Background: an optimization exercise with open tools, aiming at small area, a short achievable clock period and few clock cycles. Do not read the settings as production practice. Only simulation tests tie the RTL to the original design; equivalence was not proved. Power is estimated from default activity; no workload was simulated.

--- flow/flow/run.sh ---
#!/bin/bash
# Own flow: the standard flow, with the port buffers made from the
# smallest buffer cell instead of the default choice.
set -euo pipefail
# the standard synthesis, unchanged
bash standard.sh synth > synth.log 2>&1
# the rest of the standard flow
bash standard.sh 'BUFFER_PORTS_ARGS=-buffer_cell sky130_fd_sc_hd__buf_1' finish > layout.log 2>&1
--- flow/standard.sh ---
#!/bin/bash
# synth_recipe.tcl (not shown) runs the flow's synth.tcl, then flattens the netlist and writes it again
# the make line also repeats each setting of config.mk as NAME=value (left out here)
make -C /OpenROAD-flow-scripts/flow DESIGN_CONFIG=/design/flow/config.mk WORK_HOME=/design/flow/orfs CLKGATE_MAP_FILE= SYNTH_SCRIPT=/design/flow/synth_recipe.tcl "${@:-finish}"
--- flow/config.mk ---
export PLATFORM = sky130hd
export DESIGN_NAME = gsm7_codec
export DESIGN_NICKNAME = gsm7_codec
export VERILOG_FILES = /design/flow/design.v
export SDC_FILE = /design/flow/constraint.sdc
export NUM_CORES = 4
export LEC_CHECK = 0
export ABC_AREA = 1
export ABC_CLOCK_PERIOD_IN_PS = 3000
export CAP_MARGIN = 20
export CORE_MARGIN = 5
export CORE_UTILIZATION = 25
export CTS_BUF_LIST = sky130_fd_sc_hd__clkbuf_4 sky130_fd_sc_hd__clkbuf_8
export CTS_CLUSTER_SIZE = 30
export SETUP_SLACK_MARGIN = 5
export SLEW_MARGIN = 20
export TNS_END_PERCENT = 20
--- flow/constraint.sdc ---
create_clock -name core_clock -period 8.0 [get_ports {clk}]
set_input_delay 1.6000 -clock core_clock [delete_from_list [all_inputs] [get_ports {clk}]]
set_output_delay 1.6000 -clock core_clock [all_outputs]
set_load 0.01 [all_outputs]
--- flow/design.v ---
module gsm7_c2s(cu, def_hit, sept);
  input [15:0] cu;
  wire [15:0] cu;
  output def_hit;
  wire def_hit;
  output [6:0] sept;
  wire [6:0] sept;
  wire _0_;
  wire _100_;
  wire _101_;
  wire _102_;
  wire _103_;
  wire _104_;
  wire _105_;
  wire _106_;
  wire _107_;
  wire _108_;
  wire _109_;
  wire _10_;
  wire _110_;
  wire _111_;
  wire _112_;
  wire _113_;
  wire _114_;
  wire _115_;
  wire _116_;
  wire _117_;
  wire _118_;
  wire _119_;
  wire _11_;
  wire _120_;
  wire _121_;
  wire _122_;
  wire _123_;
  wire _124_;
  wire _125_;
  wire _126_;
  wire _127_;
  wire _128_;
  wire _129_;
  wire _12_;
  wire _130_;
  wire _131_;
  wire _132_;
  wire _133_;
  wire _134_;
  wire _135_;
  wire _136_;
  wire _137_;
  wire _138_;
  wire _139_;
  wire _13_;
  wire _140_;
  wire _141_;
  wire _142_;
  wire _143_;
  wire _144_;
  wire _145_;
  wire _146_;
  wire _147_;
  wire _148_;
  wire _149_;
  wire _14_;
  wire _150_;
  wire _151_;
  wire _152_;
  wire _153_;
  wire _154_;
  wire _155_;
  wire _156_;
  wire _157_;
  wire _158_;
  wire _159_;
  wire _15_;
  wire _160_;
  wire _161_;
  wire _162_;
  wire _163_;
  wire _164_;
  wire _165_;
  wire _166_;
  wire _167_;
  wire _168_;
  wire _169_;
  wire _16_;
  wire _170_;
  wire _171_;
  wire _172_;
  wire _173_;
  wire _174_;
  wire _175_;
  wire _176_;
  wire _177_;
  wire _178_;
  wire _179_;
  wire _17_;
  wire _180_;
  wire _181_;
  wire _182_;
  wire _183_;
  wire _184_;
  wire _185_;
  wire _186_;
  wire _187_;
  wire _188_;
  wire _189_;
  wire _18_;
  wire _190_;
  wire _191_;
  wire _192_;
  wire _193_;
  wire _194_;
  wire _195_;
  wire _196_;
  wire _197_;
  wire _198_;
  wire _199_;
  wire _19_;
  wire _1_;
  wire _200_;
  wire _201_;
  wire _202_;
  wire _203_;
  wire _204_;
  wire _205_;
  wire _206_;
  wire _207_;
  wire _208_;
  wire _209_;
  wire _20_;
  wire _210_;
  wire _211_;
  wire _212_;
  wire _213_;
  wire _214_;
  wire _215_;
  wire _216_;
  wire _217_;
  wire _218_;
  wire _219_;
  wire _21_;
  wire _220_;
  wire _221_;
  wire _222_;
  wire _223_;
  wire _224_;
  wire _225_;
  wire _226_;
  wire _227_;
  wire _228_;
  wire _229_;
  wire _22_;
  wire _230_;
  wire _231_;
  wire _232_;
  wire _233_;
  wire _234_;
  wire _235_;
  wire _236_;
  wire _237_;
  wire _238_;
  wire _239_;
  wire _23_;
  wire _240_;
  wire _241_;
  wire _242_;
  wire _243_;
  wire _244_;
  wire _245_;
  wire _246_;
  wire _247_;
  wire _248_;
  wire _249_;
  wire _24_;
  wire _250_;
  wire _251_;
  wire _252_;
  wire _253_;
  wire _254_;
  wire _255_;
  wire _256_;
  wire _257_;
  wire _258_;
  wire _259_;
  wire _25_;
  wire _260_;
  wire _261_;
  wire _262_;
  wire _263_;
  wire _264_;
  wire _265_;
  wire _266_;
  wire _267_;
  wire _268_;
  wire _269_;
  wire _26_;
  wire _270_;
  wire _271_;
  wire _272_;
  wire _273_;
  wire _274_;
  wire _275_;
  wire _276_;
  wire _277_;
  wire _278_;
  wire _279_;
  wire _27_;
  wire _280_;
  wire _281_;
  wire _282_;
  wire _283_;
  wire _284_;
  wire _285_;
  wire _286_;
  wire _287_;
  wire _288_;
  wire _289_;
  wire _28_;
  wire _290_;
  wire _291_;
  wire _292_;
  wire _293_;
  wire _294_;
  wire _29_;
  wire _2_;
  wire _30_;
  wire _31_;
  wire _32_;
  wire _33_;
  wire _34_;
  wire _35_;
  wire _36_;
  wire _37_;
  wire _38_;
  wire _39_;
  wire _3_;
  wire _40_;
  wire _41_;
  wire _42_;
  wire _43_;
  wire _44_;
  wire _45_;
  wire _46_;
  wire _47_;
  wire _48_;
  wire _49_;
  wire _4_;
  wire _50_;
  wire _51_;
  wire _52_;
  wire _53_;
  wire _54_;
  wire _55_;
  wire _56_;
  wire _57_;
  wire _58_;
  wire _59_;
  wire _5_;
  wire _60_;
  wire _61_;
  wire _62_;
  wire _63_;
  wire _64_;
  wire _65_;
  wire _66_;
  wire _67_;
  wire _68_;
  wire _69_;
  wire _6_;
  wire _70_;
  wire _71_;
  wire _72_;
  wire _73_;
  wire _74_;
  wire _75_;
  wire _76_;
  wire _77_;
  wire _78_;
  wire _79_;
  wire _7_;
  wire _80_;
  wire _81_;
  wire _82_;
  wire _83_;
  wire _84_;
  wire _85_;
  wire _86_;
  wire _87_;
  wire _88_;
  wire _89_;
  wire _8_;
  wire _90_;
  wire _91_;
  wire _92_;
  wire _93_;
  wire _94_;
  wire _95_;
  wire _96_;
  wire _97_;
  wire _98_;
  wire _99_;
  wire _9_;
  wire [15:0] \u.cu ;
  wire \u.def_hit ;
  wire [7:0] \u.hi ;
  wire [7:0] \u.lo ;
  wire [6:0] \u.sept ;
  assign _270_ = 4'h1 >> { cu[6], cu[7] };
  assign _269_ = 4'h8 >> { cu[0], cu[4] };
  assign _268_ = 4'h8 >> { _269_, cu[3] };
  assign _267_ = 4'h8 >> { _268_, cu[1] };
  assign _266_ = 4'h8 >> { cu[1], cu[3] };
  assign _265_ = 4'h8 >> { _266_, _269_ };
  assign _264_ = 4'h1 >> { cu[1], cu[3] };
  assign _263_ = 4'h8 >> { cu[2], cu[4] };
  assign _262_ = 4'h1 >> { _263_, _264_ };
  assign _261_ = 4'h1 >> { cu[0], cu[4] };
  assign _260_ = 4'h4 >> { _261_, cu[2] };
  assign _259_ = 4'h1 >> { _260_, cu[3] };
  assign _258_ = 4'h1 >> { _259_, _262_ };
  assign _257_ = 4'h1 >> { _258_, cu[7] };
  assign _255_ = 4'h4 >> { _257_, _256_ };
  assign _254_ = 4'h1 >> { _256_, cu[7] };
  assign _253_ = 4'h4 >> { _254_, _258_ };
  assign _251_ = 4'h1 >> { _252_, _270_ };
  assign _250_ = 4'h2 >> { cu[6], cu[3] };
  assign _249_ = 4'h4 >> { _250_, cu[8] };
  assign _248_ = 4'h8 >> { cu[1], cu[2] };
  assign _247_ = 4'h1 >> { cu[1], cu[2] };
  assign _246_ = 4'h1 >> { _247_, _248_ };
  assign _245_ = 4'h4 >> { _246_, cu[7] };
  assign _244_ = 4'h4 >> { _245_, cu[5] };
  assign _243_ = 4'h1 >> { _244_, _249_ };
  assign _242_ = 4'h2 >> { _243_, _251_ };
  assign _241_ = 4'h2 >> { cu[1], cu[2] };
  assign _240_ = 4'h2 >> { cu[6], cu[0] };
  assign _239_ = 4'h1 >> { _240_, _241_ };
  assign _238_ = 4'h1 >> { cu[3], cu[4] };
  assign _237_ = 4'h8 >> { _256_, cu[2] };
  assign _236_ = 4'h8 >> { _248_, _268_ };
  assign _234_ = 4'h1 >> { _235_, _238_ };
  assign _233_ = 4'h1 >> { _234_, _239_ };
  assign _232_ = 4'h4 >> { _233_, cu[0] };
  assign _231_ = 4'h4 >> { _232_, cu[6] };
  assign _230_ = 4'h1 >> { cu[6], cu[0] };
  assign _229_ = 4'h8 >> { _230_, _233_ };
  assign _227_ = 4'h1 >> { _228_, _251_ };
  assign _226_ = 4'h1 >> { cu[7], cu[0] };
  assign _225_ = 4'h4 >> { _226_, cu[1] };
  assign _224_ = 4'h1 >> { cu[0], cu[1] };
  assign _223_ = 4'h4 >> { _224_, cu[7] };
  assign _222_ = 4'h8 >> { _262_, cu[7] };
  assign _221_ = 4'h1 >> { cu[0], cu[8] };
  assign _220_ = 4'h1 >> { _221_, cu[4] };
  assign _219_ = 4'h1 >> { _220_, _222_ };
  assign _217_ = 4'h4 >> { _219_, _218_ };
  assign _216_ = 4'h1 >> { _220_, _218_ };
  assign _215_ = 4'h4 >> { _216_, _222_ };
  assign _213_ = 4'h1 >> { _214_, _227_ };
  assign _212_ = 4'h2 >> { _213_, cu[5] };
  assign _211_ = 4'h1 >> { _212_, _242_ };
  assign _210_ = 4'h4 >> { _227_, cu[4] };
  assign _209_ = 4'h8 >> { cu[0], cu[5] };
  assign _208_ = 4'h8 >> { _209_, _248_ };
  assign _207_ = 4'h1 >> { cu[2], cu[5] };
  assign _206_ = 4'h4 >> { cu[0], cu[4] };
  assign _205_ = 4'h4 >> { _206_, _207_ };
  assign _204_ = 4'h4 >> { _205_, _208_ };
  assign _203_ = 4'h1 >> { _248_, cu[0] };
  assign _202_ = 4'h8 >> { _268_, cu[5] };
  assign _201_ = 4'h1 >> { _202_, _203_ };
  assign _200_ = 4'h8 >> { cu[6], cu[7] };
  assign _199_ = 4'h4 >> { _200_, _262_ };
  assign _198_ = 4'h1 >> { _199_, _201_ };
  assign _197_ = 4'h4 >> { _198_, _227_ };
  assign _196_ = 4'h1 >> { _197_, _204_ };
  assign _195_ = 4'h1 >> { _196_, cu[8] };
  assign sept[4] = 4'h1 >> { _195_, _210_ };
  assign _194_ = 4'h2 >> { cu[3], cu[8] };
  assign _193_ = 4'h8 >> { _194_, _209_ };
  assign _192_ = 4'h4 >> { cu[1], cu[8] };
  assign _191_ = 4'h4 >> { _192_, cu[4] };
  assign _190_ = 4'h8 >> { _191_, cu[2] };
  assign _189_ = 4'h2 >> { cu[1], cu[3] };
  assign _188_ = 4'h2 >> { _189_, cu[6] };
  assign _187_ = 4'h2 >> { cu[0], cu[4] };
  assign _186_ = 4'h8 >> { _187_, cu[3] };
  assign _185_ = 4'h1 >> { _186_, _188_ };
  assign _184_ = 4'h4 >> { _185_, _190_ };
  assign _183_ = 4'h4 >> { _184_, _193_ };
  assign _182_ = 4'h1 >> { _186_, _193_ };
  assign _181_ = 4'h4 >> { _182_, _188_ };
  assign _180_ = 4'h4 >> { _181_, _190_ };
  assign _178_ = 4'h2 >> { _179_, cu[7] };
  assign _177_ = 4'h1 >> { _211_, cu[7] };
  assign _176_ = 4'h4 >> { _189_, cu[5] };
  assign _175_ = 4'h1 >> { _176_, _227_ };
  assign _174_ = 4'h4 >> { _175_, _177_ };
  assign _173_ = 4'h2 >> { _174_, cu[3] };
  assign _172_ = 4'h1 >> { _173_, _178_ };
  assign _171_ = 4'h8 >> { _207_, _266_ };
  assign _170_ = 4'h8 >> { _189_, cu[7] };
  assign _169_ = 4'h1 >> { _170_, _260_ };
  assign _168_ = 4'h2 >> { _169_, cu[5] };
  assign _167_ = 4'h4 >> { _200_, cu[1] };
  assign _166_ = 4'h8 >> { _167_, cu[0] };
  assign _165_ = 4'h1 >> { _166_, _168_ };
  assign _164_ = 4'h4 >> { _165_, _171_ };
  assign _163_ = 4'h1 >> { _166_, _171_ };
  assign _162_ = 4'h4 >> { _163_, _168_ };
  assign _160_ = 4'h1 >> { _161_, _227_ };
  assign _159_ = 4'h4 >> { cu[6], cu[4] };
  assign _158_ = 4'h1 >> { _191_, _200_ };
  assign _157_ = 4'h1 >> { _158_, _159_ };
  assign _156_ = 4'h2 >> { _157_, _175_ };
  assign _155_ = 4'h2 >> { _156_, cu[2] };
  assign _154_ = 4'h2 >> { cu[6], cu[7] };
  assign _153_ = 4'h1 >> { _154_, _248_ };
  assign _152_ = 4'h2 >> { _153_, _221_ };
  assign _151_ = 4'h1 >> { _152_, _155_ };
  assign _150_ = 4'h4 >> { _151_, _160_ };
  assign _149_ = 4'h1 >> { _152_, _160_ };
  assign _148_ = 4'h4 >> { _149_, _155_ };
  assign _147_ = 4'h4 >> { _227_, cu[1] };
  assign _146_ = 4'h8 >> { _247_, _269_ };
  assign _145_ = 4'h8 >> { _207_, cu[7] };
  assign _144_ = 4'h1 >> { _145_, cu[5] };
  assign _143_ = 4'h8 >> { _144_, cu[7] };
  assign _142_ = 4'h1 >> { _143_, _146_ };
  assign _141_ = 4'h2 >> { _142_, cu[3] };
  assign _140_ = 4'h8 >> { _159_, cu[5] };
  assign _139_ = 4'h8 >> cu[6:5];
  assign _138_ = 4'h4 >> { _139_, cu[4] };
  assign _137_ = 4'h2 >> { cu[5], cu[8] };
  assign _135_ = 4'h1 >> { _137_, _136_ };
  assign _134_ = 4'h1 >> { _135_, cu[3] };
  assign _133_ = 4'h1 >> { _134_, cu[2] };
  assign _132_ = 4'h4 >> { _136_, cu[3] };
  assign _131_ = 4'h4 >> { _194_, cu[5] };
  assign _130_ = 4'h1 >> { _131_, cu[2] };
  assign _129_ = 4'h4 >> { _130_, _132_ };
  assign _128_ = 4'h8 >> { _206_, cu[5] };
  assign _127_ = 4'h4 >> { _209_, cu[4] };
  assign _126_ = 4'h2 >> { _167_, cu[2] };
  assign _124_ = 4'h4 >> { _126_, _125_ };
  assign _122_ = 4'h1 >> { _124_, _123_ };
  assign _121_ = 4'h1 >> { _122_, _141_ };
  assign _120_ = 4'h8 >> { _176_, cu[6] };
  assign _119_ = 4'h8 >> { _261_, cu[8] };
  assign _118_ = 4'h1 >> { _119_, _120_ };
  assign _117_ = 4'h8 >> { _118_, _251_ };
  assign _116_ = 4'h8 >> { _117_, _121_ };
  assign _115_ = 4'h2 >> { _119_, _121_ };
  assign _114_ = 4'h8 >> { _115_, _251_ };
  assign _113_ = 4'h4 >> { _114_, _120_ };
  assign _112_ = 4'h1 >> { _125_, _167_ };
  assign _111_ = 4'h2 >> { _112_, cu[2] };
  assign _110_ = 4'h4 >> { _238_, cu[2] };
  assign _109_ = 4'h8 >> { _110_, _139_ };
  assign _108_ = 4'h8 >> { _194_, _207_ };
  assign _107_ = 4'h1 >> { _108_, _119_ };
  assign _106_ = 4'h4 >> { _107_, _109_ };
  assign _105_ = 4'h4 >> { _106_, _120_ };
  assign _104_ = 4'h4 >> { _105_, _111_ };
  assign _103_ = 4'h8 >> { _104_, _251_ };
  assign _102_ = 4'h4 >> { _103_, _141_ };
  assign sept[1] = 4'h1 >> { _101_, _147_ };
  assign _100_ = 4'h2 >> { _192_, _238_ };
  assign _99_ = 4'h1 >> { _100_, _268_ };
  assign _98_ = 4'h4 >> { _248_, cu[7] };
  assign _97_ = 4'h1 >> { _98_, _99_ };
  assign _96_ = 4'h2 >> { _97_, _177_ };
  assign _95_ = 4'h8 >> { _139_, _264_ };
  assign _94_ = 4'h2 >> { _136_, cu[1] };
  assign _93_ = 4'h4 >> { _159_, cu[0] };
  assign _92_ = 4'h1 >> { _93_, _209_ };
  assign _91_ = 4'h2 >> { _92_, cu[2] };
  assign _90_ = 4'h1 >> { _145_, _250_ };
  assign _89_ = 4'h4 >> { _90_, _91_ };
  assign _88_ = 4'h1 >> { _89_, _94_ };
  assign _87_ = 4'h1 >> { _88_, _95_ };
  assign _86_ = 4'h4 >> { _87_, _96_ };
  assign _85_ = 4'h2 >> { _86_, _251_ };
  assign _84_ = 4'h8 >> { _97_, _251_ };
  assign _83_ = 4'h2 >> { _84_, cu[0] };
  assign _82_ = 4'h1 >> { _83_, _85_ };
  assign _81_ = 4'h8 >> { _139_, _245_ };
  assign _80_ = 4'h1 >> { _81_, _199_ };
  assign _79_ = 4'h1 >> { _80_, cu[0] };
  assign _78_ = 4'h1 >> { _208_, _252_ };
  assign _77_ = 4'h1 >> { _78_, _270_ };
  assign _76_ = 4'h4 >> { _247_, cu[3] };
  assign _75_ = 4'h4 >> { _264_, cu[2] };
  assign _73_ = 4'h1 >> { _74_, _250_ };
  assign _72_ = 4'h4 >> { cu[7], cu[8] };
  assign _71_ = 4'h4 >> { _72_, _73_ };
  assign _70_ = 4'h1 >> { _71_, _77_ };
  assign _69_ = 4'h4 >> { _70_, _79_ };
  assign _68_ = 4'h1 >> { _71_, _79_ };
  assign _67_ = 4'h4 >> { _68_, _77_ };
  assign _66_ = 4'h2 >> { _238_, cu[5] };
  assign _65_ = 4'h1 >> { _209_, _269_ };
  assign _64_ = 4'h1 >> { _65_, _66_ };
  assign _63_ = 4'h1 >> { _266_, cu[4] };
  assign _62_ = 4'h4 >> { _63_, _64_ };
  assign _61_ = 4'h2 >> { _62_, cu[5] };
  assign _60_ = 4'h1 >> { _186_, cu[5] };
  assign _59_ = 4'h8 >> { _187_, _241_ };
  assign _58_ = 4'h8 >> { _59_, _60_ };
  assign _57_ = 4'h1 >> { _60_, _246_ };
  assign _56_ = 4'h1 >> { _57_, _58_ };
  assign _55_ = 4'h2 >> { _59_, _60_ };
  assign _54_ = 4'h2 >> { _60_, _246_ };
  assign _53_ = 4'h1 >> { _54_, _55_ };
  assign _51_ = 4'h4 >> { _52_, _61_ };
  assign _50_ = 4'h4 >> { _64_, cu[2] };
  assign _49_ = 4'h8 >> { _50_, cu[1] };
  assign _48_ = 4'h4 >> { cu[1], cu[2] };
  assign _47_ = 4'h8 >> { _48_, _64_ };
  assign _45_ = 4'h1 >> { _46_, _51_ };
  assign _44_ = 4'h8 >> { _154_, cu[9] };
  assign _43_ = 4'h8 >> { _44_, cu[8] };
  assign _42_ = 4'h8 >> cu[9:8];
  assign _41_ = 4'h8 >> { _42_, _154_ };
  assign _39_ = 4'h4 >> { _40_, _45_ };
  assign _38_ = 4'h8 >> { _167_, _261_ };
  assign _37_ = 4'h1 >> { _233_, _270_ };
  assign _36_ = 4'h4 >> { _37_, _38_ };
  assign _35_ = 4'h1 >> { _38_, _270_ };
  assign _34_ = 4'h4 >> { _35_, _233_ };
  assign _33_ = 4'h8 >> { _189_, _205_ };
  assign _32_ = 4'h8 >> { _260_, _266_ };
  assign _31_ = 4'h1 >> { _32_, cu[5] };
  assign _30_ = 4'h4 >> { _31_, _33_ };
  assign _29_ = 4'h1 >> { _32_, _33_ };
  assign _28_ = 4'h4 >> { _29_, cu[5] };
  assign _27_ = 4'h1 >> { _33_, cu[5] };
  assign _26_ = 4'h4 >> { _27_, _32_ };
  assign _23_ = 4'h1 >> { _24_, _25_ };
  assign _22_ = 4'h4 >> { _144_, _234_ };
  assign _21_ = 4'h2 >> { cu[0], cu[1] };
  assign _20_ = 4'h4 >> { _21_, _207_ };
  assign _19_ = 4'h4 >> { _20_, _260_ };
  assign _18_ = 4'h1 >> { _19_, _146_ };
  assign _17_ = 4'h1 >> { _18_, cu[3] };
  assign _16_ = 4'h8 >> { _20_, _259_ };
  assign _15_ = 4'h4 >> { _146_, cu[3] };
  assign _14_ = 4'h1 >> { _15_, _16_ };
  assign _13_ = 4'h1 >> { _206_, cu[5] };
  assign _12_ = 4'h2 >> { _13_, _247_ };
  assign _11_ = 4'h8 >> { _12_, cu[3] };
  assign _10_ = 4'h8 >> { _247_, cu[3] };
  assign _9_ = 4'h4 >> { _10_, _13_ };
  assign _8_ = 4'h8 >> { _170_, _187_ };
  assign _6_ = 4'h1 >> { _8_, _7_ };
  assign _5_ = 4'h4 >> { _6_, _252_ };
  assign _3_ = 4'h8 >> { _5_, _4_ };
  assign _2_ = 4'h1 >> { _7_, _252_ };
  assign _1_ = 4'h2 >> { _8_, _4_ };
  assign _0_ = 4'h8 >> { _1_, _2_ };
  assign _293_ = 4'h4 >> { _294_, _22_ };
  assign _292_ = 4'h4 >> { _6_, _15_ };
  assign _291_ = 4'h4 >> { _292_, _16_ };
  assign _290_ = 4'h1 >> { _22_, _252_ };
  assign _289_ = 4'h8 >> { _290_, _291_ };
  assign _287_ = 4'h2 >> { _288_, cu[6] };
  assign _286_ = 4'h1 >> { _287_, _23_ };
  assign _285_ = 4'h1 >> cu[9:8];
  assign _284_ = 4'h4 >> { _285_, _286_ };
  assign _283_ = 4'h1 >> { _284_, _39_ };
  assign _282_ = 4'h1 >> cu[11:10];
  assign _281_ = 4'h1 >> { cu[15], cu[12] };
  assign _280_ = 4'h8 >> { _281_, _282_ };
  assign _279_ = 4'h4 >> { _280_, cu[13] };
  assign _278_ = 4'h4 >> { _279_, cu[14] };
  assign _277_ = 4'h1 >> cu[13:12];
  assign _276_ = 4'h1 >> cu[15:14];
  assign _275_ = 4'h8 >> { _276_, _277_ };
  assign _274_ = 4'h8 >> { _275_, _282_ };
  assign def_hit = 4'h4 >> { _273_, _283_ };
  assign _256_ = 4'he >> { _267_, _265_ };
  assign _252_ = 4'he >> { _255_, _253_ };
  assign _235_ = 4'he >> { _237_, _236_ };
  assign _228_ = 4'he >> { _231_, _229_ };
  assign _218_ = 4'he >> { _225_, _223_ };
  assign _214_ = 4'he >> { _217_, _215_ };
  assign _179_ = 4'he >> { _183_, _180_ };
  assign _161_ = 4'he >> { _164_, _162_ };
  assign _272_ = 4'he >> { _150_, _148_ };
  assign _136_ = 4'he >> { _140_, _138_ };
  assign _123_ = 4'he >> { _133_, _129_ };
  assign _125_ = 4'he >> { _128_, _127_ };
  assign _101_ = 8'hfe >> { _116_, _113_, _102_ };
  assign _74_ = 4'he >> { _76_, _75_ };
  assign _271_ = 4'he >> { _69_, _67_ };
  assign _52_ = 4'hb >> { _56_, _53_ };
  assign _46_ = 4'he >> { _49_, _47_ };
  assign _40_ = 4'he >> { _43_, _41_ };
  assign _25_ = 4'he >> { _36_, _34_ };
  assign _24_ = 8'hfe >> { _30_, _28_, _26_ };
  assign _4_ = 4'hb >> { _17_, _14_ };
  assign _7_ = 4'he >> { _11_, _9_ };
  assign _294_ = 4'he >> { _3_, _0_ };
  assign _288_ = 4'he >> { _293_, _289_ };
  assign _273_ = 4'he >> { _278_, _274_ };
  assign sept[5] = 2'h1 >> _211_;
  assign sept[3] = 2'h1 >> _172_;
  assign sept[2] = 2'h1 >> _272_;
  assign sept[0] = 2'h1 >> _82_;
  assign sept[6] = 2'h1 >> _271_;
  assign \u.lo  = cu[7:0];
  assign \u.hi  = cu[15:8];
  assign \u.sept  = sept;
  assign \u.def_hit  = def_hit;
  assign \u.cu  = cu;
endmodule
module gsm7_s2c(esc, sept, lo, g, e, esc_ok);
  input esc;
  wire esc;
  input [6:0] sept;
  wire [6:0] sept;
  output [7:0] lo;
  wire [7:0] lo;
  output g;
  wire g;
  output e;
  wire e;
  output esc_ok;
  wire esc_ok;
  wire _0_;
  wire _100_;
  wire _101_;
  wire _102_;
  wire _103_;
  wire _104_;
  wire _105_;
  wire _106_;
  wire _107_;
  wire _108_;
  wire _109_;
  wire _10_;
  wire _110_;
  wire _111_;
  wire _112_;
  wire _113_;
  wire _114_;
  wire _115_;
  wire _116_;
  wire _117_;
  wire _118_;
  wire _119_;
  wire _11_;
  wire _120_;
  wire _121_;
  wire _122_;
  wire _123_;
  wire _124_;
  wire _125_;
  wire _126_;
  wire _127_;
  wire _128_;
  wire _129_;
  wire _12_;
  wire _130_;
  wire _131_;
  wire _132_;
  wire _133_;
  wire _134_;
  wire _135_;
  wire _136_;
  wire _137_;
  wire _138_;
  wire _139_;
  wire _13_;
  wire _140_;
  wire _141_;
  wire _142_;
  wire _143_;
  wire _144_;
  wire _145_;
  wire _146_;
  wire _147_;
  wire _148_;
  wire _149_;
  wire _14_;
  wire _150_;
  wire _151_;
  wire _152_;
  wire _153_;
  wire _154_;
  wire _155_;
  wire _156_;
  wire _157_;
  wire _158_;
  wire _159_;
  wire _15_;
  wire _160_;
  wire _161_;
  wire _162_;
  wire _163_;
  wire _164_;
  wire _165_;
  wire _166_;
  wire _167_;
  wire _168_;
  wire _169_;
  wire _16_;
  wire _170_;
  wire _171_;
  wire _172_;
  wire _173_;
  wire _174_;
  wire _175_;
  wire _176_;
  wire _177_;
  wire _178_;
  wire _179_;
  wire _17_;
  wire _180_;
  wire _181_;
  wire _182_;
  wire _183_;
  wire _184_;
  wire _185_;
  wire _186_;
  wire _187_;
  wire _188_;
  wire _189_;
  wire _18_;
  wire _190_;
  wire _191_;
  wire _192_;
  wire _193_;
  wire _194_;
  wire _195_;
  wire _196_;
  wire _197_;
  wire _198_;
  wire _199_;
  wire _19_;
  wire _1_;
  wire _200_;
  wire _201_;
  wire _202_;
  wire _203_;
  wire _204_;
  wire _205_;
  wire _206_;
  wire _207_;
  wire _208_;
  wire _209_;
  wire _20_;
  wire _210_;
  wire _211_;
  wire _212_;
  wire _213_;
  wire _214_;
  wire _215_;
  wire _216_;
  wire _217_;
  wire _218_;
  wire _219_;
  wire _21_;
  wire _220_;
  wire _221_;
  wire _222_;
  wire _223_;
  wire _224_;
  wire _225_;
  wire _226_;
  wire _227_;
  wire _228_;
  wire _229_;
  wire _22_;
  wire _230_;
  wire _231_;
  wire _232_;
  wire _233_;
  wire _234_;
  wire _235_;
  wire _236_;
  wire _237_;
  wire _238_;
  wire _239_;
  wire _23_;
  wire _240_;
  wire _241_;
  wire _242_;
  wire _243_;
  wire _244_;
  wire _245_;
  wire _246_;
  wire _247_;
  wire _248_;
  wire _249_;
  wire _24_;
  wire _250_;
  wire _251_;
  wire _252_;
  wire _253_;
  wire _254_;
  wire _255_;
  wire _256_;
  wire _257_;
  wire _258_;
  wire _25_;
  wire _26_;
  wire _27_;
  wire _28_;
  wire _29_;
  wire _2_;
  wire _30_;
  wire _31_;
  wire _32_;
  wire _33_;
  wire _34_;
  wire _35_;
  wire _36_;
  wire _37_;
  wire _38_;
  wire _39_;
  wire _3_;
  wire _40_;
  wire _41_;
  wire _42_;
  wire _43_;
  wire _44_;
  wire _45_;
  wire _46_;
  wire _47_;
  wire _48_;
  wire _49_;
  wire _4_;
  wire _50_;
  wire _51_;
  wire _52_;
  wire _53_;
  wire _54_;
  wire _55_;
  wire _56_;
  wire _57_;
  wire _58_;
  wire _59_;
  wire _5_;
  wire _60_;
  wire _61_;
  wire _62_;
  wire _63_;
  wire _64_;
  wire _65_;
  wire _66_;
  wire _67_;
  wire _68_;
  wire _69_;
  wire _6_;
  wire _70_;
  wire _71_;
  wire _72_;
  wire _73_;
  wire _74_;
  wire _75_;
  wire _76_;
  wire _77_;
  wire _78_;
  wire _79_;
  wire _7_;
  wire _80_;
  wire _81_;
  wire _82_;
  wire _83_;
  wire _84_;
  wire _85_;
  wire _86_;
  wire _87_;
  wire _88_;
  wire _89_;
  wire _8_;
  wire _90_;
  wire _91_;
  wire _92_;
  wire _93_;
  wire _94_;
  wire _95_;
  wire _96_;
  wire _97_;
  wire _98_;
  wire _99_;
  wire _9_;
  wire [15:0] cu;
  wire [15:0] \u.cu ;
  wire \u.esc ;
  wire \u.esc_ok ;
  wire [6:0] \u.sept ;
  wire [15:0] \u.x ;
  assign _239_ = 4'h4 >> { sept[0], sept[2] };
  assign _238_ = 4'h1 >> { sept[3], sept[4] };
  assign _237_ = 4'h2 >> { sept[1], sept[6] };
  assign _236_ = 4'h8 >> { _237_, _238_ };
  assign _235_ = 4'h2 >> { esc, sept[2] };
  assign _234_ = 4'h2 >> { _235_, _236_ };
  assign _233_ = 4'h4 >> { _234_, _239_ };
  assign _232_ = 4'h1 >> { _235_, _239_ };
  assign _231_ = 4'h8 >> { _232_, _236_ };
  assign _230_ = 4'h1 >> { sept[1], sept[4] };
  assign _229_ = 4'h1 >> { _230_, sept[3] };
  assign _228_ = 4'h2 >> { _229_, esc };
  assign _227_ = 4'h2 >> { sept[0], sept[2] };
  assign _226_ = 4'h4 >> { _227_, sept[1] };
  assign _225_ = 4'h1 >> { sept[0], sept[1] };
  assign _224_ = 4'h8 >> { _225_, sept[2] };
  assign _222_ = 4'h8 >> { _223_, _238_ };
  assign _221_ = 4'h2 >> { _222_, sept[5] };
  assign _220_ = 4'h4 >> { _221_, _228_ };
  assign _219_ = 4'h2 >> { _228_, sept[5] };
  assign _218_ = 4'h4 >> { _219_, _222_ };
  assign _216_ = 4'h1 >> { _217_, sept[6] };
  assign _214_ = 4'h1 >> { _216_, _215_ };
  assign _213_ = 4'h2 >> { sept[2], sept[4] };
  assign _212_ = 4'h2 >> { sept[1], sept[3] };
  assign _211_ = 4'h2 >> { _212_, sept[0] };
  assign _210_ = 4'h2 >> { _211_, _213_ };
  assign _209_ = 4'h1 >> { _235_, sept[1] };
  assign _208_ = 4'h2 >> { sept[3], sept[4] };
  assign _207_ = 4'h4 >> { _208_, _209_ };
  assign _206_ = 4'h1 >> { _207_, _210_ };
  assign g = 4'h1 >> { _206_, _214_ };
  assign _205_ = 4'h8 >> { _213_, sept[1] };
  assign _204_ = 4'h4 >> { sept[1], sept[2] };
  assign _203_ = 4'h8 >> { _204_, sept[4] };
  assign _202_ = 4'h8 >> { _238_, sept[0] };
  assign _201_ = 4'h2 >> { sept[0], sept[4] };
  assign _200_ = 4'h1 >> { sept[2], sept[6] };
  assign _199_ = 4'h4 >> { _200_, sept[3] };
  assign _198_ = 4'h4 >> { _199_, _201_ };
  assign _197_ = 4'h1 >> { sept[2], sept[3] };
  assign _196_ = 4'h1 >> { _201_, sept[6] };
  assign _195_ = 4'h8 >> { _196_, _197_ };
  assign _193_ = 4'h1 >> { _194_, esc };
  assign _192_ = 4'h1 >> { _193_, _202_ };
  assign _190_ = 4'h4 >> { _192_, _191_ };
  assign _189_ = 4'h8 >> { sept[3], sept[4] };
  assign _188_ = 4'h8 >> { _189_, sept[6] };
  assign _187_ = 4'h4 >> { _188_, _210_ };
  assign _186_ = 4'h2 >> { _187_, _214_ };
  assign _185_ = 4'h8 >> { sept[0], sept[4] };
  assign _184_ = 4'h2 >> { _185_, sept[3] };
  assign _183_ = 4'h1 >> { _184_, _212_ };
  assign _182_ = 4'h1 >> { _183_, _210_ };
  assign _181_ = 4'h4 >> { sept[0], sept[1] };
  assign _180_ = 4'h4 >> { sept[2], sept[4] };
  assign _179_ = 4'h8 >> { _180_, _181_ };
  assign _178_ = 4'h4 >> { _204_, sept[0] };
  assign _177_ = 4'h1 >> { _178_, _179_ };
  assign _176_ = 4'h4 >> { _181_, sept[4] };
  assign _175_ = 4'h1 >> { _176_, _204_ };
  assign _174_ = 4'h1 >> { _175_, _239_ };
  assign _172_ = 4'h8 >> { _173_, _182_ };
  assign _171_ = 4'h1 >> { _172_, _186_ };
  assign lo[7] = 4'h4 >> { _171_, _190_ };
  assign _170_ = 4'h8 >> { _192_, _230_ };
  assign _169_ = 4'h4 >> { esc, sept[0] };
  assign _168_ = 4'h8 >> { sept[1], sept[6] };
  assign _167_ = 4'h1 >> { _168_, _213_ };
  assign _166_ = 4'h1 >> { _167_, sept[5] };
  assign _165_ = 4'h2 >> { _166_, sept[3] };
  assign _164_ = 4'h1 >> { _165_, _169_ };
  assign _163_ = 4'h4 >> { _180_, sept[5] };
  assign _162_ = 4'h8 >> { sept[1], sept[3] };
  assign _161_ = 4'h2 >> { _162_, _163_ };
  assign _160_ = 4'h8 >> { _181_, _213_ };
  assign _159_ = 4'h1 >> { _160_, _161_ };
  assign _158_ = 4'h1 >> { _159_, sept[3] };
  assign _157_ = 4'h4 >> { _181_, sept[6] };
  assign _156_ = 4'h1 >> { sept[1], sept[6] };
  assign _155_ = 4'h8 >> { _156_, sept[0] };
  assign _154_ = 4'h1 >> { sept[0], sept[5] };
  assign _153_ = 4'h2 >> { _154_, sept[2] };
  assign _151_ = 4'h4 >> { _153_, _152_ };
  assign _150_ = 4'h4 >> { _189_, _200_ };
  assign _149_ = 4'h4 >> { _150_, _151_ };
  assign _148_ = 4'h1 >> { _149_, _158_ };
  assign _147_ = 4'h8 >> { _148_, _164_ };
  assign _146_ = 4'h2 >> { _149_, _164_ };
  assign _145_ = 4'h4 >> { _146_, _158_ };
  assign _143_ = 4'h4 >> { _144_, _186_ };
  assign _142_ = 4'h4 >> { _143_, _170_ };
  assign _141_ = 4'h1 >> { _171_, sept[6] };
  assign lo[6] = 4'h1 >> { _141_, _142_ };
  assign _140_ = 4'h1 >> { _168_, _230_ };
  assign _139_ = 4'h8 >> { _140_, sept[2] };
  assign _138_ = 4'h4 >> { _139_, _163_ };
  assign _137_ = 4'h2 >> { _163_, sept[2] };
  assign _136_ = 4'h8 >> { _137_, _140_ };
  assign _135_ = 4'h4 >> { esc, sept[2] };
  assign _134_ = 4'h2 >> { sept[0], sept[1] };
  assign _133_ = 4'h1 >> { _197_, _239_ };
  assign _132_ = 4'h2 >> { sept[0], sept[3] };
  assign _131_ = 4'h1 >> { _132_, sept[2] };
  assign _129_ = 4'h1 >> { _130_, _134_ };
  assign _128_ = 4'h1 >> { _129_, _135_ };
  assign _126_ = 4'h1 >> { _128_, _127_ };
  assign _125_ = 4'h1 >> { _126_, _202_ };
  assign _124_ = 4'h2 >> { _125_, _171_ };
  assign _123_ = 4'h8 >> { _171_, esc };
  assign _122_ = 4'h2 >> { _123_, sept[5] };
  assign _121_ = 4'h1 >> { _156_, sept[3] };
  assign _120_ = 4'h1 >> { _121_, _152_ };
  assign _119_ = 4'h1 >> { _120_, _239_ };
  assign _118_ = 4'h8 >> { _119_, _171_ };
  assign _117_ = 4'h2 >> { _120_, _171_ };
  assign _116_ = 4'h4 >> { _117_, _239_ };
  assign _114_ = 4'h1 >> { _115_, _122_ };
  assign _113_ = 4'h4 >> { _114_, _124_ };
  assign _112_ = 4'h1 >> { _115_, _124_ };
  assign _111_ = 4'h1 >> { _119_, _202_ };
  assign _110_ = 4'h4 >> { _111_, _126_ };
  assign _109_ = 4'h2 >> { _110_, _171_ };
  assign _107_ = 4'h1 >> { _108_, _122_ };
  assign _106_ = 4'h2 >> { _180_, sept[5] };
  assign _105_ = 4'h1 >> { esc, sept[3] };
  assign _104_ = 4'h8 >> { _134_, _180_ };
  assign _103_ = 4'h2 >> { _104_, _105_ };
  assign _102_ = 4'h1 >> { _103_, _181_ };
  assign _101_ = 4'h1 >> { _102_, _106_ };
  assign _100_ = 4'h2 >> { _101_, _171_ };
  assign _99_ = 4'h2 >> { _115_, sept[4] };
  assign _98_ = 4'h1 >> { _99_, _100_ };
  assign _97_ = 4'h8 >> { _143_, sept[6] };
  assign _96_ = 4'h1 >> { _230_, _237_ };
  assign _95_ = 4'h1 >> { _96_, _97_ };
  assign _94_ = 4'h4 >> { _171_, _197_ };
  assign _93_ = 4'h4 >> { _94_, _95_ };
  assign _92_ = 4'h1 >> { _191_, _223_ };
  assign _91_ = 4'h2 >> { _92_, _140_ };
  assign _90_ = 4'h1 >> { _185_, sept[5] };
  assign _89_ = 4'h2 >> { _90_, _197_ };
  assign _88_ = 4'h1 >> { _89_, _91_ };
  assign _87_ = 4'h2 >> { _180_, _184_ };
  assign _86_ = 4'h2 >> { _87_, _88_ };
  assign _85_ = 4'h1 >> { sept[1], sept[3] };
  assign _84_ = 4'h1 >> { _85_, _162_ };
  assign _83_ = 4'h1 >> { _84_, _86_ };
  assign _82_ = 4'h2 >> { _83_, _159_ };
  assign _81_ = 4'h4 >> { _82_, esc };
  assign _80_ = 4'h4 >> { _159_, esc };
  assign _79_ = 4'h4 >> { _80_, _83_ };
  assign _77_ = 4'h8 >> { _78_, _93_ };
  assign lo[4] = 4'h1 >> { _77_, _98_ };
  assign _76_ = 4'h4 >> { _127_, _212_ };
  assign _75_ = 4'h4 >> { _76_, _134_ };
  assign _74_ = 4'h1 >> { _134_, _212_ };
  assign _73_ = 4'h8 >> { _74_, _127_ };
  assign _71_ = 4'h1 >> { _72_, _186_ };
  assign _70_ = 4'h8 >> { _71_, _78_ };
  assign _69_ = 4'h4 >> { _186_, sept[3] };
  assign lo[3] = 4'h1 >> { _69_, _70_ };
  assign _68_ = 4'h1 >> { _97_, _186_ };
  assign _67_ = 4'h2 >> { _68_, sept[2] };
  assign _66_ = 4'h1 >> { _204_, sept[4] };
  assign _65_ = 4'h4 >> { _66_, _225_ };
  assign _64_ = 4'h1 >> { _225_, sept[4] };
  assign _63_ = 4'h4 >> { _64_, _204_ };
  assign _62_ = 4'h4 >> { _201_, _209_ };
  assign _61_ = 4'h2 >> { esc, sept[1] };
  assign _60_ = 4'h1 >> { _61_, sept[3] };
  assign _59_ = 4'h1 >> { _60_, _238_ };
  assign _58_ = 4'h2 >> { esc, sept[4] };
  assign _57_ = 4'h1 >> { _58_, sept[3] };
  assign _56_ = 4'h1 >> { _57_, _85_ };
  assign _54_ = 4'h4 >> { _55_, _62_ };
  assign _52_ = 4'h4 >> { _54_, _53_ };
  assign _51_ = 4'h1 >> { _204_, _225_ };
  assign _50_ = 4'h2 >> { _51_, sept[3] };
  assign _49_ = 4'h2 >> { _60_, sept[4] };
  assign _48_ = 4'h1 >> { _49_, _50_ };
  assign _47_ = 4'h1 >> { _48_, _62_ };
  assign _46_ = 4'h2 >> { _227_, sept[1] };
  assign _45_ = 4'h8 >> { sept[0], sept[1] };
  assign _44_ = 4'h1 >> { _45_, _204_ };
  assign _43_ = 4'h1 >> { _213_, sept[5] };
  assign _42_ = 4'h8 >> { _43_, _105_ };
  assign _40_ = 4'h8 >> { _42_, _41_ };
  assign _39_ = 4'h8 >> { _41_, _105_ };
  assign _38_ = 4'h4 >> { _105_, _204_ };
  assign _37_ = 4'h4 >> { _38_, _45_ };
  assign _35_ = 4'h8 >> { _36_, _43_ };
  assign _32_ = 4'h1 >> { _33_, _34_ };
  assign _31_ = 4'h1 >> { _32_, _149_ };
  assign _30_ = 4'h1 >> { _31_, _186_ };
  assign _29_ = 4'h1 >> { _30_, _67_ };
  assign _28_ = 4'h2 >> { _68_, sept[1] };
  assign _27_ = 4'h4 >> { _149_, sept[6] };
  assign _26_ = 4'h2 >> { esc, sept[0] };
  assign _25_ = 4'h8 >> { _26_, _230_ };
  assign _24_ = 4'h4 >> { _181_, esc };
  assign _23_ = 4'h4 >> { _24_, sept[4] };
  assign _22_ = 4'h4 >> { _176_, esc };
  assign _20_ = 4'h1 >> { _21_, _132_ };
  assign _19_ = 4'h1 >> { _20_, sept[2] };
  assign _18_ = 4'h2 >> { _19_, _88_ };
  assign _17_ = 4'h4 >> { _18_, _27_ };
  assign _16_ = 4'h1 >> { _17_, _186_ };
  assign _15_ = 4'h1 >> { _16_, _28_ };
  assign _14_ = 4'h2 >> { _93_, sept[0] };
  assign _13_ = 4'h4 >> { _97_, _181_ };
  assign _12_ = 4'h4 >> { _213_, sept[1] };
  assign _11_ = 4'h1 >> { _12_, esc };
  assign _10_ = 4'h2 >> { _11_, _132_ };
  assign _9_ = 4'h1 >> { _213_, esc };
  assign _8_ = 4'h2 >> { _61_, _132_ };
  assign _7_ = 4'h4 >> { _8_, _9_ };
  assign _6_ = 4'h1 >> { _84_, esc };
  assign _5_ = 4'h8 >> { _6_, _139_ };
  assign _4_ = 4'h8 >> { _140_, _235_ };
  assign _3_ = 4'h4 >> { _4_, _84_ };
  assign _1_ = 4'h1 >> { _2_, _104_ };
  assign _258_ = 4'h4 >> { _1_, _0_ };
  assign _257_ = 4'h1 >> { _0_, _104_ };
  assign _256_ = 4'h4 >> { _257_, _2_ };
  assign _254_ = 4'h2 >> { _255_, _171_ };
  assign _253_ = 4'h1 >> { _254_, _13_ };
  assign _252_ = 4'h4 >> { _253_, _14_ };
  assign e = 4'h8 >> { _215_, sept[0] };
  assign _251_ = 4'h1 >> { _72_, _106_ };
  assign _250_ = 4'h1 >> { _251_, sept[6] };
  assign _249_ = 4'h1 >> { _250_, _236_ };
  assign _248_ = 4'h4 >> { _182_, _204_ };
  assign _240_ = 4'h1 >> { _154_, _179_ };
  assign _241_ = 4'h1 >> { _240_, _163_ };
  assign _242_ = 4'h4 >> { _154_, _163_ };
  assign _243_ = 4'h8 >> { _137_, _176_ };
  assign _244_ = 4'h1 >> { _243_, _242_ };
  assign _246_ = 4'h4 >> { _245_, _248_ };
  assign esc_ok = 4'h1 >> { _246_, _249_ };
  assign _215_ = 4'he >> { _233_, _231_ };
  assign _223_ = 4'he >> { _226_, _224_ };
  assign _217_ = 4'he >> { _220_, _218_ };
  assign _191_ = 4'he >> { _205_, _203_ };
  assign _194_ = 4'he >> { _198_, _195_ };
  assign _173_ = 4'hb >> { _177_, _174_ };
  assign _152_ = 4'he >> { _157_, _155_ };
  assign _144_ = 4'he >> { _147_, _145_ };
  assign _127_ = 4'he >> { _138_, _136_ };
  assign _130_ = 4'hb >> { _133_, _131_ };
  assign _115_ = 4'he >> { _118_, _116_ };
  assign _108_ = 4'hb >> { _112_, _109_ };
  assign _247_ = 4'he >> { _113_, _107_ };
  assign _78_ = 4'he >> { _81_, _79_ };
  assign _72_ = 4'he >> { _75_, _73_ };
  assign _53_ = 4'he >> { _65_, _63_ };
  assign _55_ = 4'he >> { _59_, _56_ };
  assign _34_ = 4'he >> { _52_, _47_ };
  assign _41_ = 4'hb >> { _46_, _44_ };
  assign _36_ = 4'he >> { _39_, _37_ };
  assign _33_ = 4'he >> { _40_, _35_ };
  assign _21_ = 8'hfe >> { _25_, _23_, _22_ };
  assign _0_ = 4'he >> { _10_, _7_ };
  assign _2_ = 4'he >> { _5_, _3_ };
  assign _255_ = 4'he >> { _258_, _256_ };
  assign _245_ = 4'hb >> { _241_, _244_ };
  assign lo[5] = 2'h1 >> _247_;
  assign lo[2] = 2'h1 >> _29_;
  assign lo[1] = 2'h1 >> _15_;
  assign lo[0] = 2'h1 >> _252_;
  assign { \u.x [15:14], \u.x [12:9] } = { 5'h00, \u.x [8] };
  assign \u.esc_ok  = esc_ok;
  assign \u.cu  = { 2'h0, e, 3'h0, g, g, lo };
  assign \u.sept  = sept;
  assign \u.esc  = esc;
  assign cu = { 2'h0, e, 3'h0, g, g, lo };
endmodule
module gsm7_codec (
    input  wire        clk,
    input  wire        rst,
    input  wire        cmd_valid,
    output wire        cmd_ready,
    input  wire        cmd_dec,       
    input  wire [2:0]  cmd_pad,       
    input  wire [8:0]  cmd_len,       
    input  wire        in_valid,
    output wire        in_ready,
    input  wire [15:0] in_data,
    output reg         out_valid,
    output wire [15:0] out_data,
    output reg         done,
    output wire        done_err,
    output wire [8:0]  done_pos,
    output wire        done_escp
);
    localparam [6:0] ESC_MARK = 7'h1B;
    reg         busy;        
    reg         fresh;       
    reg         dec;         
    reg         cmd_rdy;
    reg         in_rdy;
    reg         fin;         
    reg  [8:0]  cnt;         
    reg         zw;          
    reg  [15:0] w;           
    reg         v0, v1;      
    reg         wesc;        
    reg         half;        
    reg  [2:0]  n;           
    reg  [6:0]  acc;         
    reg         esc;
    reg         err;
    reg  [8:0]  pos;         
    reg  [7:0]  out_lo;      
    reg         out_g;       
    reg         out_e;       
    assign cmd_ready = cmd_rdy;
    assign in_ready  = in_rdy;
    assign done_err  = err;
    assign done_pos  = pos;
    assign done_escp = esc;
    assign out_data  = {2'b00, out_e, 3'b000, out_g, out_g, out_lo};
    wire cmd_acc = cmd_valid & cmd_rdy;
    wire in_acc  = in_valid & in_rdy;
    wire        c_def;
    wire [6:0]  c_sept;
    gsm7_c2s u_c2s (.cu(w), .def_hit(c_def), .sept(c_sept));
    wire        e_tok  = busy && !dec && v0;             
    wire        e_two  = e_tok && wesc && !half;          
    wire        e_cons = e_tok && !e_two;                 
    wire [6:0]  e_sept = !e_tok ? 7'd0 : e_two ? ESC_MARK : c_sept;
    wire [14:0] e_comb = {8'd0, acc} | ({8'd0, e_sept} << n);
    wire        e_emit = e_tok && (n != 3'd0);            
    wire        e_lastt = e_cons && (cnt == 9'd0);        
    wire        e_left = (n != 3'd1);
    wire        e_done = fin || (e_lastt && !(e_emit && e_left));
    wire        e_out  = fin ? (n != 3'd0) : (e_emit || e_lastt);
    wire [7:0]  il = in_data[7:0];
    wire        in_esc = ((in_data[15:8] == 8'h00) &&
                          (il == 8'h5B || il == 8'h5C || il == 8'h5D || il == 8'h5E ||
                           il == 8'h7B || il == 8'h7C || il == 8'h7D || il == 8'h7E)) ||
                         (in_data == 16'h20AC);
    wire [15:0] d_win  = w >> n;
    wire [6:0]  d_sept = d_win[6:0];
    wire        d_ext  = busy && dec && (cnt != 9'd0) && v0 && (n <= 3'd1 || v1);
    wire        d_shift = d_ext && (n != 3'd0);           
    wire        d_mark = (d_sept == ESC_MARK);
    wire [7:0]  d_lo;
    wire        d_g, d_e, d_eok;
    gsm7_s2c u_s2c (.esc(esc), .sept(d_sept), .lo(d_lo), .g(d_g), .e(d_e), .esc_ok(d_eok));
    wire        d_bad  = d_ext && !d_mark && esc && !d_eok;
    wire        d_out  = d_ext && !d_mark;
    wire        d_lastt = d_ext && (cnt == 9'd1);
    wire        d_done = d_lastt || (zw && in_acc) || (fin && dec);
    wire        a0 = d_shift ? v1 : v0;
    wire        a1 = d_shift ? 1'b0 : v1;
    wire        to1 = in_acc && a0;                       
    wire        fin_done = dec ? d_done : e_done;
    wire        busy_n = cmd_acc || (busy && !fin_done);
    wire [8:0]  cnt_n  = cmd_acc ? cmd_len :
                         (!dec && in_acc) || d_ext ? cnt - 9'd1 : cnt;
    wire [2:0]  n_n    = cmd_acc ? cmd_pad :
                         (e_tok || d_ext) ? n - 3'd1 : n;
    wire        dec_n  = cmd_acc ? cmd_dec : dec;
    wire        v0_n   = !cmd_acc && (dec ? (a0 || in_acc) : ((v0 && !e_cons) || in_acc));
    wire        v1_n   = !cmd_acc && dec && (a1 || to1);
    wire        c_ge1 = (cnt != 9'd0);
    wire        c_ge2 = (cnt[8:1] != 8'd0);
    wire        c_ge3 = (cnt[8:2] != 7'd0) || (cnt[1:0] == 2'd3);
    wire        c_ge4 = (cnt[8:2] != 7'd0);
    wire        nz_n  = d_ext ? c_ge2 : c_ge1;
    wire        ge3_n = d_ext ? c_ge4 : c_ge3;
    wire        eq2_n = d_ext ? (c_ge3 && !c_ge4) : (c_ge2 && !c_ge3);
    wire        eq1_n = d_ext ? (c_ge2 && !c_ge3) : (c_ge1 && !c_ge2);
    wire [2:0]  p_n   = d_ext ? n - 3'd1 : n;
    wire        dn_need = !a0 ? nz_n :
                          ge3_n || (eq2_n && (!a1 || p_n > 3'd2)) || (eq1_n && !a1 && p_n >= 3'd2);
    wire        dn_rdy  = busy && !d_lastt && !fin && (zw || dn_need) && (!(a0 && a1) || p_n != 3'd0);
    wire        da_need = ge3_n || (eq2_n && (!a0 || p_n > 3'd2)) || (eq1_n && !a0 && p_n >= 3'd2);
    wire        da_rdy  = !zw && da_need && (!a0 || p_n != 3'd0);
    wire        en_rdy  = busy && c_ge1;
    wire        ea_rdy  = (cnt != 9'd1) && !in_esc;
    wire        new_rdy = (cmd_len != 9'd0) || (cmd_dec && cmd_pad != 3'd0);
    wire        zw_n    = cmd_acc ? (cmd_dec && cmd_len == 9'd0 && cmd_pad != 3'd0) :
                          (zw && !in_acc);
    wire        fin_n   = cmd_acc ? (cmd_len == 9'd0 && !(cmd_dec && cmd_pad != 3'd0)) :
                          (e_lastt && e_emit && e_left);
    wire        end_n   = fin_n ||
                          (!cmd_acc && dec && !d_lastt && !fin && eq1_n &&
                           (in_acc ? (a0 || p_n <= 3'd1) : (a0 && (a1 || p_n <= 3'd1))));
    wire        rdy_n   = cmd_acc ? new_rdy :
                          in_acc  ? (dec ? da_rdy : ea_rdy) :
                                    (dec ? dn_rdy : en_rdy);
    always @(posedge clk) begin
        if (rst) begin
            busy      <= 1'b0;
            cmd_rdy   <= 1'b0;
            in_rdy    <= 1'b0;
            fin       <= 1'b0;
            v0        <= 1'b0;
            v1        <= 1'b0;
            out_valid <= 1'b0;
            done      <= 1'b0;
        end else begin
            busy      <= busy_n;
            cmd_rdy   <= !busy_n || end_n;
            in_rdy    <= rdy_n;
            v0        <= busy_n && v0_n;
            v1        <= busy_n && v1_n;
            fin       <= fin_n;
            out_valid <= dec ? d_out : e_out;
            done      <= busy && fin_done;
        end
    end
    always @(posedge clk) begin
        dec  <= dec_n;
        cnt  <= cnt_n;
        n    <= n_n;
        zw   <= zw_n;
        half <= e_two;
        fresh <= cmd_acc;
        if (in_acc) wesc <= in_esc;
        if (in_acc) begin
            if (!dec || !to1) w[7:0] <= in_data[7:0];
            if (!dec)         w[15:8] <= in_data[15:8];
            else if (to1)     w[15:8] <= in_data[7:0];
        end else if (d_shift) begin
            w[7:0] <= w[15:8];
        end
        if (in_acc && dec && !to1 && d_shift) w[7:0] <= in_data[7:0];
        if (in_acc && dec && to1 && d_shift) w[7:0] <= w[15:8];
        if (cmd_acc)
            acc <= 7'd0;
        else if (e_tok)
            acc <= (n != 3'd0) ? e_comb[14:8] : e_comb[6:0];
        out_lo <= dec ? d_lo : e_comb[7:0];
        out_g  <= dec && d_g;
        out_e  <= dec && d_e;
        if (fresh) begin
            esc <= 1'b0;
            err <= 1'b0;
            pos <= 9'h1FF;
        end else begin
            if (d_ext) esc <= d_mark;
            if ((e_cons && !(c_def || wesc)) || d_bad) err <= 1'b1;
            if (((e_tok && !half) || d_ext) && !err)
                pos <= pos + 9'd1;
        end
    end
endmodule
==> results of run 1 <==
[metrics by stage]
step / util (%) / total power, W / hold WS, ps / cells / setup WS, ps
6_report: 29.2 / 0.000954 / 472 / 1267 / 5030
5_1_grt: 29.2 / 0.00101 / 504 / 1267 / 4840
3_5_place_dp: 27.1 / 0.000681 / 463 / 1216 / 4320
4_1_cts: 28.0 / 0.000939 / 474 / 1236 / 4810
2_1_floorplan: - / 0.000616 / 480 / 914 / 5070
3_3_place_gp: 27.1 / 0.000683 / 453 / 1216 / 4480
[worst max-delay path by stage]
stage | depth (start not counted) | from | slack, ps | endpoint
after floorplan | 5 | in_valid | 5070 | w[6]
after global placement | 15 | dec | 4480 | v0
after detailed placement | 15 | dec | 4320 | v0
after CTS | 18 | n[2] | 4810 | in_rdy
after global routing | 13 | n[1] | 4840 | pos[8]
final | 11 | n[0] | 5030 | w[6]
[cell usage after synthesis (all sizes together), types with 2 or more instances]
cell type	instances
a211oi	3
edfxtp	30
a21oi	52
a31oi	12
clkbuf	12
ha	14
inv	104
o2111ai	3
o211ai	10
a32oi	2
nor4	3
o21ai	97
dfxtp	39
o32ai	2
clkinv	3
a22oi	3
xor2	5
nor2	92
nand4	10
nand2	263
nand3	72
xnor2	2
o22ai	5
nor3	16
or2	7
a221oi	2
o31ai	3
buf	30
[power by group through the flow]
stage                     clock network [W]  logic (W)  registers, W
after floorplan                           0   0.000205      0.000410
after global placement                    0   0.000261      0.000421
after detailed placement                  0   0.000259      0.000422
after CTS                          0.000262   0.000267      0.000411
after global routing               0.000275   0.000329      0.000407
final                              0.000254   0.000295      0.000404
[kinds of logic (layout without fill, tap and decap cells)]
| family | Yosys count | after routing | synth area share [%] |
|---|---|---|---|
| AND/OR/NAND/NOR | 467 | 467 | 34.9 |
| AO/OA/AOI/OAI | 202 | 202 | 20.5 |
| buffers and inverters | 149 | 217 | 11.2 |
| flip-flops | 69 | 69 | 29.0 |
| adder cells (fa/ha/maj) | 14 | 14 | 3.02 |
| XOR/XNOR | 7 | 7 | 1.06 |
| other | 1 | 5 | 0.0647 |
| multiplexers | 1 | 1 | 0.194 |
[sequential cells by signal (all words and copies together), names as in the netlist, 3 cells and up]
register,cells
n,3
cnt,9
acc,7
w,16
out_lo,8
pos,9
[area by class of cell]
class / instances / area, um2 / share of cell area [%]
flip-flops and latches: 69 / 1680 / 25.3
inverters: 107 / 419 / 6.32
clock buffers: 13 / 154 / 2.32
well taps: 285 / 357 / 5.37
repair buffers: 93 / 497 / 7.49
clock inverters: 3 / 12.5 / 0.189
repair inverters: 1 / 7.51 / 0.113
multi-input cells: 696 / 3510 / 52.9
[per-layer routing]
metal	vias to the layer above	part of all wire, %
met5	-	0
met4	0	2.2
met3	35	5.6
met2	264	47
met1	2837	45
li1	3168	-
[timing repair]
| item | in CTS | in global routing |
|---|---|---|
| endpoints found under the setup margin | 54 | 65 |
| cloned | 0 | 1 |
| endpoints found under the hold margin | 0 | 0 |
| pin swaps | 1 | 2 |
| buffers inserted | 4 | 30 |
| resized for setup | 3 | 13 |
[worst max-delay path, stage by stage, from the launching register on]
cell,delay [ps]
edfxtp_1,390
buf_4,210
inv_2,200
ha_1,180
inv_1,60
nor2_1,520
inv_1,90
nand2_1,160
o21ai_2,120
o31ai_1,220
buf_4,230
mux2_2,340
==> flow_metrics.tcl, run 1 <==
set metrics [dict create \
    hp-start "pos[8]" \
    rows 55 \
    syn_area_per_cell_um2 6.37 \
    finalMaxSlewViolations 0 \
    clockRootBuffer "clkbuf_8" \
    avgViaCountPerCell 4.98 \
    netlist-cell-type-count 60 \
    first_pass_iters 5 \
    whs_path_depth 1 \
    die_h_um 162 \
    power.density_nw_per_um2 144 \
    synth_seq_area_share_pct 29.0 \
    initial_utilization_pct 25.5 \
    cts_tree "done" \
    synthFlopType "dfxtp_1" \
    drt_iter0_markers 510 \
    ys_ff_latch 69 \
    hold_path_end "pos[8]" \
    dieWidth_um 162 \
    clock-sinks 69 \
    cts_max_level 3 \
    dieArea_um2 26300 \
    synth_area_leader_cell "nand2_1" \
    ios 64 \
    met2_usage_pct 22.0 \
    use_met3_pct 1.73 \
    critPathCaptureType "flip-flop" \
    fmax_mhz 336 \
    tightest_slew_ps 715 \
    finalSetupViolations 0 \
    combPwrFrac_pct 30.9 \
    syn_to_final_growth_pct 14.5 \
    pwr-share-seq_pct 42.4 \
    slew_headroom_pct 52.0 \
    start_kind "flip-flop" \
    wl_um 17800 \
    status "complete, no violations" \
    synthesis.instances 910 \
    internal_power_w 0.000611 \
    synthArstFlopShare_pct 0 \
    setup_tns_ps 0 \
    p_switching_w 0.000343 \
    cap_violations 0 \
    yosysTopAreaCellShare_pct 16.6 \
    rsz0062_at_grt "true" \
    clk_latency_ps 360 \
    worstPathArrival_ps 3080 \
    grt_pass1_wl_um 29000 \
    antenna_found_initial 0 \
    via_count 6304 \
    most-common-layout-cells "nand2_1, inv_1, nor2_1" \
    drc 0 \
    period_share_pct 37.2 \
    ir_worst_vdd_uv 95.3 \
    clock_skew_ps 13.6 \
    ant_nets 0 \
    power_frac_clock_pct 26.7 \
    grt_most_used_layer "met2" \
    syn-cell-area_um2 5790 \
    path_class "flip-flop to flip-flop" \
    globalplace.congestion 0.952 \
    ys_warn_count 1 \
    path_clk_slew_ps 70 \
    numCtsBuffers 9 \
    grt_max_degree 27 \
    static-leakage-power_nw 2.83 \
    grt_overflow 0 \
    synthTopCellsByArea "nand2_1, edfxtp_1, dfxtp_1, o21ai_0, nand3_1" \
    grt_pass1_vias 5790 \
    place_area_um2 6140 \
    antennaDiodeCount 0 \
    wl_per_cell_um 14.1 \
    synth_edf_count 30 \
    reg2reg_from "n[0]" \
    drive_above_1_share_pct 11.5 \
    switching_share_pct 36.0 \
    core-area_um2 22700 \
    grtUsageMet1_pct 17.8 \
    timing.rr.end "w[6]" \
    final_common_cell "nand2_1" \
    cts_hold_buf 0 \
    final_area_um2 6640 \
    worstHoldPathType "flip-flop to flip-flop" \
    fin_nets 1024 \
    finalWorstPathRequiredPeriod_ps 2970 \
    portBuffers 58 \
    crit_required_ps 8110 \
    dp_hpwl_um 13300 \
    cts_buffer_depth 2 \
    num-fill-cells 2539 \
    ff2ff_setup_slack_ps 5030 \
    track_usage_pct 13.3 \
    hold_viol_final 0 \
    crit_fanout 16 \
    reg2regPathDepth 11 \
]
Testbench counts, summed over its fixed seeds: cycles 15,854.
==> inputs of run 2 (changes only) <==
--- a/flow/config.mk
+++ b/flow/config.mk
@@ -12,6 +12,6 @@
 export CORE_UTILIZATION = 25
 export CTS_BUF_LIST = sky130_fd_sc_hd__clkbuf_4 sky130_fd_sc_hd__clkbuf_8
 export CTS_CLUSTER_SIZE = 30
+export GPL_TIMING_DRIVEN = 0
 export SETUP_SLACK_MARGIN = 5
 export SLEW_MARGIN = 20
-export TNS_END_PERCENT = 20
==> run 2 against run 1 <==
Compared with the run above:
- largest cell class unchanged
- die area unchanged
- clock skew fell by 4.7 ps
- worst hold slack improved by 4.0 ps
- register-to-register slack improved by 140 ps
- final cell count grew 1.8%
- final area up 3.7%
- first-iteration DRC count grew 30%
==> flow_metrics.tcl, run 2 <==
set metrics [dict create \
    synth_compound_area_share_pct 20.5 \
    synthMuxAreaShare_pct 0.194 \
    grt_overflow 0 \
    antenna_found_initial 0 \
    synthTopCellsByCount "nand2_1, inv_1, nor2_1" \
    ant_nets 0 \
    cp_top_family "buffers and inverters" \
    rsz0062_at_grt "true" \
    critPathCaptureType "flip-flop" \
    grtUsageMet1_pct 18.5 \
    crit_fanout 11 \
    internal_power_w 0.000705 \
    use_met3_pct 1.98 \
    globalplace.congestion 0.952 \
    cts_max_level 3 \
    clockRootBuffer "clkbuf_8" \
    wl_per_cell_um 14.5 \
    worstHoldPathType "flip-flop to flip-flop" \
    final_common_cell "nand2_1" \
    synth_area_leader_cell "nand2_1" \
    grt_pass1_wl_um 30200 \
    drt_iter0_markers 665 \
    synth.most_common_cell "nand2_1" \
    place_inst 1257 \
    synthesis.instances 910 \
    syn-cell-area_um2 5790 \
    core-area_um2 22700 \
    path_clk_slew_ps 70 \
    dieWidth_um 162 \
    synthTopCellsByArea "nand2_1, edfxtp_1, dfxtp_1, o21ai_0, nand3_1" \
    final_cells 1290 \
    cap_violations 0 \
    wl_um 18700 \
    multiInputGateArea_um2 3580 \
    largest_reg_flops 16 \
    combPwrFrac_pct 29.4 \
    synth_seq_area_share_pct 29.0 \
    max_flop_register "w" \
    finalMaxSlewViolations 0 \
    dieArea_um2 26300 \
    grt_pass1_vias 5987 \
    ios 64 \
    period_share_pct 35.4 \
    grt_max_degree 14 \
    ir_worst_vdd_uv 123 \
    p_total_w 0.00107 \
    rows 55 \
    clock-sinks 69 \
    start_kind "flip-flop" \
    place_ws_ps 4380 \
    drc 0 \
    fin_ws_ps 5160 \
    cpPeakStageDelay_ps 480 \
    portBuffers 58 \
    track_usage_pct 14.0 \
    cp_cell_sequence "buf_6 > inv_2 > buf_2 > ha_1 > inv_1 > nor2_4 > inv_1 > nand2_2 > o21ai_4 > o31ai_2 > buf_2 > o21ai_0" \
    slew_headroom_pct 51.4 \
    path_buf_inv 6 \
    num-fill-cells 2561 \
    pwr-share-seq_pct 37.5 \
    initial_utilization_pct 25.5 \
    via_count 6517 \
    switching_share_pct 33.9 \
    clk_latency_ps 370 \
    synth_fa_ha_area_share_pct 3.02 \
    seq_area_um2 1680 \
    static-leakage-power_nw 2.94 \
    synth_simple_gate_area_share_pct 34.9 \
    p_switching_w 0.000361 \
    drive_above_1_share_pct 13.2 \
    power.density_nw_per_um2 155 \
    die_h_um 162 \
    syn_area_per_cell_um2 6.37 \
    synth_xor_area_share_pct 1.06 \
    clock_skew_ps 8.97 \
    status "complete, no violations" \
    yosysTopAreaCellShare_pct 16.6 \
    fin_nets 1047 \
    ys_warn_count 1 \
    fmax_mhz 353 \
    antennaDiodeCount 0 \
    cts_tree "done" \
    worstPathArrival_ps 2940 \
    netlist-cell-type-count 60 \
    ys_ff_latch 69 \
    tightest_slew_ps 724 \
    avgViaCountPerCell 5.05 \
    cts_buffer_depth 2 \
    finalWorstPathRequiredPeriod_ps 2840 \
    crit_required_ps 8100 \
    grt_most_used_layer "met2" \
    synth_top_family_by_area "simple AND/OR/NAND/NOR gates" \
    synthArstFlopShare_pct 0 \
    hold_viol_final 0 \
    synthFlopType "dfxtp_1" \
    dp_hpwl_um 14400 \
    syn_to_final_growth_pct 18.7 \
    met2_usage_pct 22.9 \
    first_pass_iters 6 \
    numCtsBuffers 9 \
    crit_slowest_cell "edfxtp_1" \
    power_frac_clock_pct 33.1 \
    fin_util_pct 30.3 \
    synth_edf_count 30 \
    path_class "flip-flop to flip-flop" \
    finalSetupViolations 0 \
    most-common-layout-cells "nand2_1, inv_1, nor2_1" \
    setup_tns_ps 0 \
    cts_hold_buf 0 \
    largestRegisters "w x16, cnt x9, pos x9" \
]
-- run 2: cell counts after synthesis --
Identical to the previous run, type by type.
-- run 2: layout make-up --
cell class	count	area share, %
tap	285	5.18
inverter	107	5.97
multi-input combinational	696	52.1
sequential	69	24.4
buffer	42	3.76
timing repair buffer	75	5.02
clock inverter	6	1.64
clock buffer	10	1.91
-- run 2: final timing paths --
check / from / slack, ps / cells after the start / endpoint
worst min register to register: pos[8] / 480 / 1 / pos[8]
worst min-delay path: pos[8] / 480 / 1 / pos[8]
worst max register to register: n[0] / 5160 / 12 / w[5]
worst max-delay path: n[0] / 5160 / 12 / w[5]
-- run 2: repair_timing --
item,CTS,global route
setup buffers,1,16
endpoints found under the setup margin,32,53
gates resized for setup,9,27
pin swaps,2,6
-- run 2: kinds of logic (layout without fill, tap and decap cells) --
| logic type | Yosys count | after routing |
|---|---|---|
| AO/OA/AOI/OAI | 202 | 202 |
| XOR/XNOR | 7 | 7 |
| adder cells (fa/ha/maj) | 14 | 14 |
| buffers and inverters | 149 | 240 |
| flip-flops | 69 | 69 |
| multiplexers | 1 | 1 |
| other | 1 | 5 |
| AND/OR/NAND/NOR | 467 | 467 |
-- run 2: power by group through the flow --
stage          combinational (W)  clock (W)  sequential (W)
5_1_grt                 0.000345   0.000379        0.000402
3_5_place_dp            0.000288          0        0.000409
4_1_cts                 0.000290   0.000362        0.000401
6_report                0.000313   0.000353        0.000399
3_3_place_gp            0.000290          0        0.000408
2_1_floorplan           0.000205          0        0.000410
-- run 2: per-layer routing --
metal	vias up	wire length, um	share of wire (%)
li1	3218	-	-
met1	2980	8250	44
met2	283	8800	47
met3	36	1270	6.8
met4	0	422	2.3
met5	-	0	0
-- run 2: through the flow --
step                      cell area [um2]  hold WS (ps)
final                                6880           475
after global routing                 6880           527
after CTS                            6670           478
after detailed placement             6380           466
after global placement               6380           461
after floorplan                      5810           480
-- run 2: worst reg2reg max path: stages, from the launching register on --
cell and delay, ps:
edfxtp_1 480, buf_6 190, inv_2 70, buf_2 230, ha_1 170, inv_1 80
nor2_4 220, inv_1 80, nand2_2 140, o21ai_4 110, o31ai_2 410, buf_2 280
o21ai_0 120

Setup slack of run 2, layout unchanged: 5.165 ns with ideal ports, 5.165 ns with driving cells assumed (clock clkbuf_16, inputs buf_2), 4.894 ns with port delays also shifted by the 0.395 ns mid clock arrival.
